This is an optimization exercise on Yosys and OpenROAD, whose aim is small area, a short achievable clock period and few clock cycles per item, not a production implementation. Where RTL was checked, it was by simulation tests only, not by an equivalence proof against the original.

==> 11-17: inputs <==
Design akq_quant, start of the top module:
module akq_quant (
    input             clk,
    input             rst,
    input             req_valid,
    output            req_ready,
    input      [3:0]  req_op,
    input      [4:0]  req_n,
    input      [31:0] req_f0,
    input      [31:0] req_f1,
    input      [31:0] req_f2,
    input      [15:0] req_u0,
    output reg        res_valid,
    output reg [3:0]  res_code,
    output     [15:0] res_u,
    output     [31:0] res_f
);
    localparam W  = 48;
    localparam BW = 41;
    localparam S_IDLE = 5'd0;
    localparam S_DONE = 5'd1;
    localparam S_FSHB = 5'd2;     
    localparam S_FA2  = 5'd3;     
    localparam S_FA3  = 5'd4;     
    localparam S_FSHX = 5'd5;     
    localparam S_FA4  = 5'd6;     
    localparam S_FA5  = 5'd7;     
    localparam S_FDIV = 5'd8;     
    localparam S_FC0  = 5'd9;     
    localparam S_FC1  = 5'd10;    
    localparam S_FC2  = 5'd11;    
    localparam S_FAM0 = 5'd12;    
    localparam S_FAM1 = 5'd13;    
    localparam S_FAM2 = 5'd14;    
    localparam S_RINI = 5'd15;    
    localparam S_RRUN = 5'd16;    
  ...
Settings: LEC_CHECK=0, CAP_MARGIN=20, CORE_MARGIN=2, CORE_UTILIZATION=30, PLACE_DENSITY=0.45, SLEW_MARGIN=20; clock period 20.0 ns.
run.sh (not shown) runs the stock make flow with config.mk's settings and CLKGATE_MAP_FILE= SYNTH_SCRIPT=/design/flow/synth_recipe.tcl, a recipe that flattens the netlist after the stock synthesis.
==> inputs of 03-25, as changes to 11-17 <==
--- a/flow/design.v
+++ b/flow/design.v
@@ -51,11 +51,11 @@
     reg [8:0]    fexp;
     reg [31:0]   out32;
     reg          stk_b, stk_x, tneg, seqb, gen2, first, par;
     reg          fX, fL, fH;           
     reg          hX, hL, hH;           
-    wire         rrun = (state == S_RRUN) || (state == S_RIN2);
+    wire         rrun = (state == S_RRUN);
     reg        is_f2u, is_u2f, is_gain;
     reg [4:0]  q_n;
     reg [15:0] M;                 
     reg [31:0] q_f0, q_lf, q_hf;   
     reg [15:0] q_u0;
@@ -118,16 +118,13 @@
     wire       l_ge = l_ge_q;
     wire [7:0] eref = l_ge ? eL : eH;
     wire [7:0] esm  = l_ge ? eH : eL;
     wire [15:0] r      = q_u0;
     wire        rtop   = rtop_q;
-    reg         rbit;
-    always @(posedge clk)
-        rbit <= r[(state == S_IDLE) ? (n[3:0] - 4'd2) :
-                  (state == S_UMVB) ? (n[3:0] - 4'd1) : (cnt[3:0] - 4'd1)];
+    wire        rbit   = r[cnt[3:0]];
     wire        u_typ  = u_typ_q;
-    wire        cbit   = rbit;
+    wire        cbit   = first ? rtop : rbit;       
     wire        p1_isl = !l_ge;                     
     reg  [1:0]  a_sel;    
     reg  [1:0]  y_sel;    
     reg  [1:0]  f_sel;    
     reg         y_gate;
@@ -192,37 +189,19 @@
     wire        lzL = hL ? (lf[21:0] == 22'd0) : (lf[22:0] == 23'd0);
     wire        lzH = hH ? (hf[21:0] == 22'd0) : (hf[22:0] == 23'd0);
     wire        bX = aX ? (sX ? ~(mbX ^ lzX) : mbX) : sX;
     wire        bL = aL ? (sL ? ~(mbL ^ lzL) : mbL) : sL;
     wire        bH = aH ? (sH ? ~(mbH ^ lzH) : mbH) : sH;
-    reg         pbX, pbL, pbH, pend;
     wire        rinit = (state == S_RIN2);
-    wire        ox = rinit ? sX : pbX;
-    wire        ol = rinit ? sL : pbL;
-    wire        oh = rinit ? sH : pbH;
+    wire        ox = rinit ? sX : bX;
+    wire        ol = rinit ? sL : bL;
+    wire        oh = rinit ? sH : bH;
     wire [16:0] cXm = {M, 1'b0};
     wire [16:0] cLm = {~out32[15:0] & M, 1'b1};
     wire [16:0] cHm = {Q[15:0], 1'b1};
     reg  [16:0] vmag;
     reg         vneg;
-    always @(posedge clk) begin
-        if (rrun) begin
-            pbX  <= bX;
-            pbL  <= bL;
-            pbH  <= bH;
-            pend <= r_end;
-            fX   <= aX;
-            fL   <= aL;
-            fH   <= aH;
-            hX   <= hX | aX;
-            hL   <= hL | aL;
-            hH   <= hH | aH;
-        end else if (state == S_RINI) begin
-            fX <= 1'b0; fL <= 1'b0; fH <= 1'b0;
-            hX <= 1'b0; hL <= 1'b0; hH <= 1'b0;
-        end
-    end
     always @(*) begin
         case ({ox, ol, oh})
             3'b100: begin vmag = cXm; vneg = 1'b0; end
             3'b011: begin vmag = cXm; vneg = 1'b1; end
             3'b010: begin vmag = cLm; vneg = 1'b1; end
@@ -230,11 +209,11 @@
             3'b001: begin vmag = cHm; vneg = 1'b1; end
             3'b110: begin vmag = cHm; vneg = 1'b0; end
             default: begin vmag = 17'd0; vneg = 1'b0; end
         endcase
     end
-    wire        v_big = (R[W-1:24] != {(W-24){1'b0}}) && (R[W-1:24] != {(W-24){1'b1}});
+    wire        v_big = (S[W-1:24] != {(W-24){1'b0}}) && (S[W-1:24] != {(W-24){1'b1}});
     wire        exX = zX || (hX && (xf[22:0] == 23'd0));
     wire        exL = zL || (hL && (lf[22:0] == 23'd0));
     wire        exH = zH || (hH && (hf[22:0] == 23'd0));
     wire        r_end = exX && exL && exH;
     wire z_neg  = R[W-1];
@@ -295,11 +274,11 @@
             end
             S_FAM0: begin a_sel = 2'd0; y_sel = 2'd1; end
             S_FAM1: begin a_sel = 2'd0; y_sel = 2'd1; sub = 1'b1; nocy = 1'b1; end
             S_FAM2: begin a_sel = 2'd0; y_sel = 2'd2; q_half = 1'b0; q_d = {1'b0, par}; end
             S_RINI: begin q_half = 1'b0; q_d = 2'd1; end
-            S_RIN2: begin a_sel = 2'd2; y_sel = 2'd0; f_sel = 2'd3; sub = ~vneg; cnt_dn = 1'b1; end
+            S_RIN2: begin a_sel = 2'd2; y_sel = 2'd0; f_sel = 2'd3; sub = ~vneg; end
             S_RRUN: begin a_sel = 2'd1; y_sel = 2'd0; f_sel = 2'd3; sub = vneg;
                           q_half = 1'b0; q_d = 2'd0; cnt_dn = 1'b1; end
             S_UMUL: begin
                 a_sel = first ? 2'd2 : 2'd1; y_sel = 2'd0; cnt_dn = 1'b1;
                 if (u_typ) begin
@@ -489,25 +468,40 @@
                         out32 <= {16'd0, M};
                         state <= S_DONE;
                     end else begin
                         out32 <= {15'd0, q17};       
                         cnt   <= {1'b0, eref};
+                        fX    <= 1'b0;
+                        fL    <= 1'b0;
+                        fH    <= 1'b0;
+                        hX    <= 1'b0;
+                        hL    <= 1'b0;
+                        hH    <= 1'b0;
                         state <= S_RIN2;
                     end
                 end
                 S_RIN2: begin
                     R     <= S;                      
-                    cnt   <= cnt_pm;
                     state <= S_RRUN;
                 end
                 S_RRUN: begin
-                    if (pend || v_big) begin
+                    if (r_end) begin
                         if (R[W-1]) out32 <= {15'd0, q17};    
                         state <= S_DONE;
                     end else begin
                         R   <= S;
+                        fX  <= aX;
+                        fL  <= aL;
+                        fH  <= aH;
+                        hX  <= hX | aX;
+                        hL  <= hL | aL;
+                        hH  <= hH | aH;
                         cnt <= cnt_pm;
+                        if (v_big) begin
+                            if (S[W-1]) out32 <= {15'd0, q17};
+                            state <= S_DONE;
+                        end
                     end
                 end
                 S_UMUL: begin
                     R     <= S;
                     cnt   <= cnt_pm;
==> summary.txt <==
Between 03-25 and 11-17, the lower area after synthesis is in 11-17 (gap 0.48%, measured against 11-17).
In 03-25 the worst setup slack is worse than in 11-17, by 2.2 ns.
Against 03-25, the non-clock buffer count of 11-17 is lower by 11.
In 11-17 the routed wire length is smaller than in 03-25, by about 0.8%.
In 11-17 the global-route usage is lower than in 03-25, by 0.19 points.
Of 03-25 and 11-17, 11-17 has the higher sequential cell count (gap 5).
Between 03-25 and 11-17, the lower via count is in 11-17 (gap 2.0%, measured against 11-17).
In 03-25 the maximum frequency is lower than in 11-17, by 21%.
Between 11-17 and 03-25, the lower first-iteration DRC count is in 11-17 (gap about 6%, measured against 03-25).
==> figures <==
| item | 11-17 | 03-25 |
|---|---|---|
| Ratio of layout area to synthesized area | 1.145x | 1.153x |
| Mux contribution to synthesized area | 5.17% | 4.80% |
| Xor-xnor portion of the synthesized cell area | 9.62% | 9.27% |
| Non-CTS buffers | 260 | 271 |
| Source of the critical timing path | state[1] | cnt[0] |
| Worst reg2reg path depth | 24 | 26 |
| Synthesized instance count | 3673 | 3801 |
| Via count of the first global-routing pass | 29231 | 29740 |
| Final critical-path share of the clock period | 41.5% | 52.6% |
| Mean routed wirelength per cell | 30.3 um | 29.4 um |
| Worst hold slack | 0.517 ns | 0.532 ns |
| Wire length of the first global-routing pass | 217 mm | 219 mm |
| Share of cells above drive strength 1 | 7.85% | 7.91% |
| Die Span X | 322 um | 323 um |
| Relative slew margins | 18.2% | 17.7% |
| Final-layout clock-cell area share | 4.24% | 4.33% |
| Yosys top cell area share | 19.0% | 18.5% |
| GR Util All Layers | 28.5% | 28.7% |
| Outcome | finished clean | finished clean |
| Clock sink count | 326 | 321 |
Testbench counts of 11-17, summed over its fixed seeds: cycles 86,021, items 3,840.
The RTL of 03-25 was laid out without a check of its function.

---

==> violet: inputs <==
akq_quant, a different RTL version from the one above (not shown whole).
==> flow/config.mk <==
export PLATFORM = sky130hd
export DESIGN_NAME = akq_quant
export DESIGN_NICKNAME = akq_quant
export VERILOG_FILES = /design/flow/design.v
export SDC_FILE = /design/flow/constraint.sdc
export NUM_CORES = 8
export LEC_CHECK = 0
export CAP_MARGIN = 20
export CORE_MARGIN = 2
export CORE_UTILIZATION = 45
export PLACE_DENSITY = 0.6
export SLEW_MARGIN = 20
==> flow/constraint.sdc <==
create_clock -name core_clock -period 20.0 [get_ports {clk}]
set_input_delay 4.0000 -clock core_clock [delete_from_list [all_inputs] [get_ports {clk}]]
set_output_delay 4.0000 -clock core_clock [all_outputs]
set_load 0.01 [all_outputs]
==> inputs of cedar, as changes to violet <==
--- a/flow/design.v
+++ b/flow/design.v
@@ -52,10 +52,13 @@
     reg [8:0]    fexp;
     reg [31:0]   out32;
     reg          stk_b, stk_x, tneg, gen2, first, par;
     reg  [4:0]   nst;
     reg  [7:0]   erefm1;
+    reg          xbig;
+    wire [7:0]   dx_full = eref - eX;
+    wire [2:0]   dx_low  = dx_full[2:0];
     reg          fX, fL, fH;           
     reg          hX, hL, hH;           
     wire         rrun = (state == S_RRUN) || (state == S_RIN2);
     reg        is_f2u, is_u2f, is_gain;
     reg [4:0]  q_n;
@@ -136,21 +139,23 @@
     reg         y_gate;
     reg         ybit;
     reg         sub;
     reg         cin1;
     reg         nocy;     
+    reg  [2:0]  dx3;
+    wire [29:0] xsh = {mX, 6'd0} >> dx3;
     wire [23:0] m_sel = (f_sel == 2'd0) ? mX : (f_sel == 2'd1) ? mL : (f_sel == 2'd2) ? mH : {7'd0, vm};
     reg  [W-1:0] A_in, Y_in;
     always @(*) begin
         case (a_sel)
             2'd0:    A_in = R;
             2'd1:    A_in = {R[W-2:0], 1'b0};
             2'd2:    A_in = {W{1'b0}};
             default: A_in = ~R;
         endcase
         case (y_sel)
-            2'd0:    Y_in = {{(W-30){1'b0}}, (m_sel & {24{y_gate}}), 6'd0};
+            2'd0:    Y_in = {{(W-30){1'b0}}, ((f_sel == 2'd0) ? xsh : {m_sel & {24{y_gate}}, 6'd0})};
             2'd1:    Y_in = {{(W-BW){B[BW-1]}}, B};
             2'd2:    Y_in = {{(W-33){1'b0}}, out32, 1'b0};
             default: Y_in = {{(W-2){1'b0}}, ybit, 1'b0};
         endcase
     end
@@ -403,10 +408,12 @@
                         tneg     <= 1'b0;
                         first    <= 1'b0;
                         gen2     <= 1'b0;
                         Q        <= 18'd0;
                         erefm1   <= eref - 8'd1;
+                        dx3      <= (dx_full > 8'd6) ? 3'd6 : dx_low;
+                        xbig     <= (dx_full > 8'd6);
                         res_code <= 4'd0;
                         if (!is_f2u && !is_u2f && !is_gain) begin
                             res_code <= 4'd7;
                             nst    = S_DONE;
                         end else if (range_bad) begin
@@ -458,12 +465,12 @@
                         nst = S_DONE;
                     end
                 end
                 S_FA3: begin
                     R   <= S;
-                    cnt <= {1'b0, eX};
-                    if (zX || (eX == eref)) begin
+                    cnt <= {1'b0, eX} + 9'd6;
+                    if (zX || !xbig) begin
                         cnt   <= 9'd0;
                         nst = zL ? S_FDIV : S_FA4;
                     end else
                         nst = S_FSHX;
                 end
CORE_UTILIZATION = 30   (was 45)
PLACE_DENSITY = 0.45   (was 0.6)
==> impl_metrics.tcl <==
set metrics [dict create \
    status "complete, no violations" \
    n_clock_buffer 70 \
    dpl_worst_slack_ns 12.40 \
    fin_area_um2 39100 \
    hold_start "lf[20]" \
    crit_required_ns 20.41 \
    placed_cells 5579 \
    vias 34201 \
    grt_pass1_wl_um 236000 \
    drt_iter0_markers 4544 \
    dr.pass1.iters 11 \
    fin_ws_ns 12.17 \
    grt_usage_pct 27.7 \
]
[end of results for cedar]
==> impl_metrics.tcl <==
set metrics [dict create \
    dpl_worst_slack_ns 12.66 \
    crit_required_ns 20.33 \
    vias 33207 \
    n_clock_buffer 61 \
    placed_cells 4915 \
    dr.pass1.iters 12 \
    fin_ws_ns 12.58 \
    hold_start "lf[9]" \
    status "complete, no violations" \
]
[end of results for violet]
Testbench counts of violet, summed over its fixed seeds: cycles 87,027, items 3,840.
Testbench counts of cedar, summed over its fixed seeds: cycles 82,968, items 3,840.

## port drivers added, routing unchanged
Ports are ideal in the flow. The routed layouts listed here were re-timed in OpenROAD. Step 1 assumes that a clkbuf_16 drives the clock port and a buf_2 every other input. Step 2 adds t to the input delays and takes it off the output delays; t is the mean of the earliest and latest rising clock arrival at the registers after step 1. Input paths then give back, and output paths get back, about the clock's delay inside the block. a / b / c = no drivers / after step 1 / after step 2; a / b = the first two.
run	t, ns	setup WS [ns]	worst data-port slew with drivers (ns)
11-17	0.679	11.691 / 11.691 / 11.691	0.07
03-25	0.703	9.480 / 9.480 / 9.480	0.06
violet	0.687	12.584 / 12.584 / 12.584	0.09
cedar	0.747	12.169 / 12.169 / 12.169	0.05
After both steps every run listed still meets setup and hold.
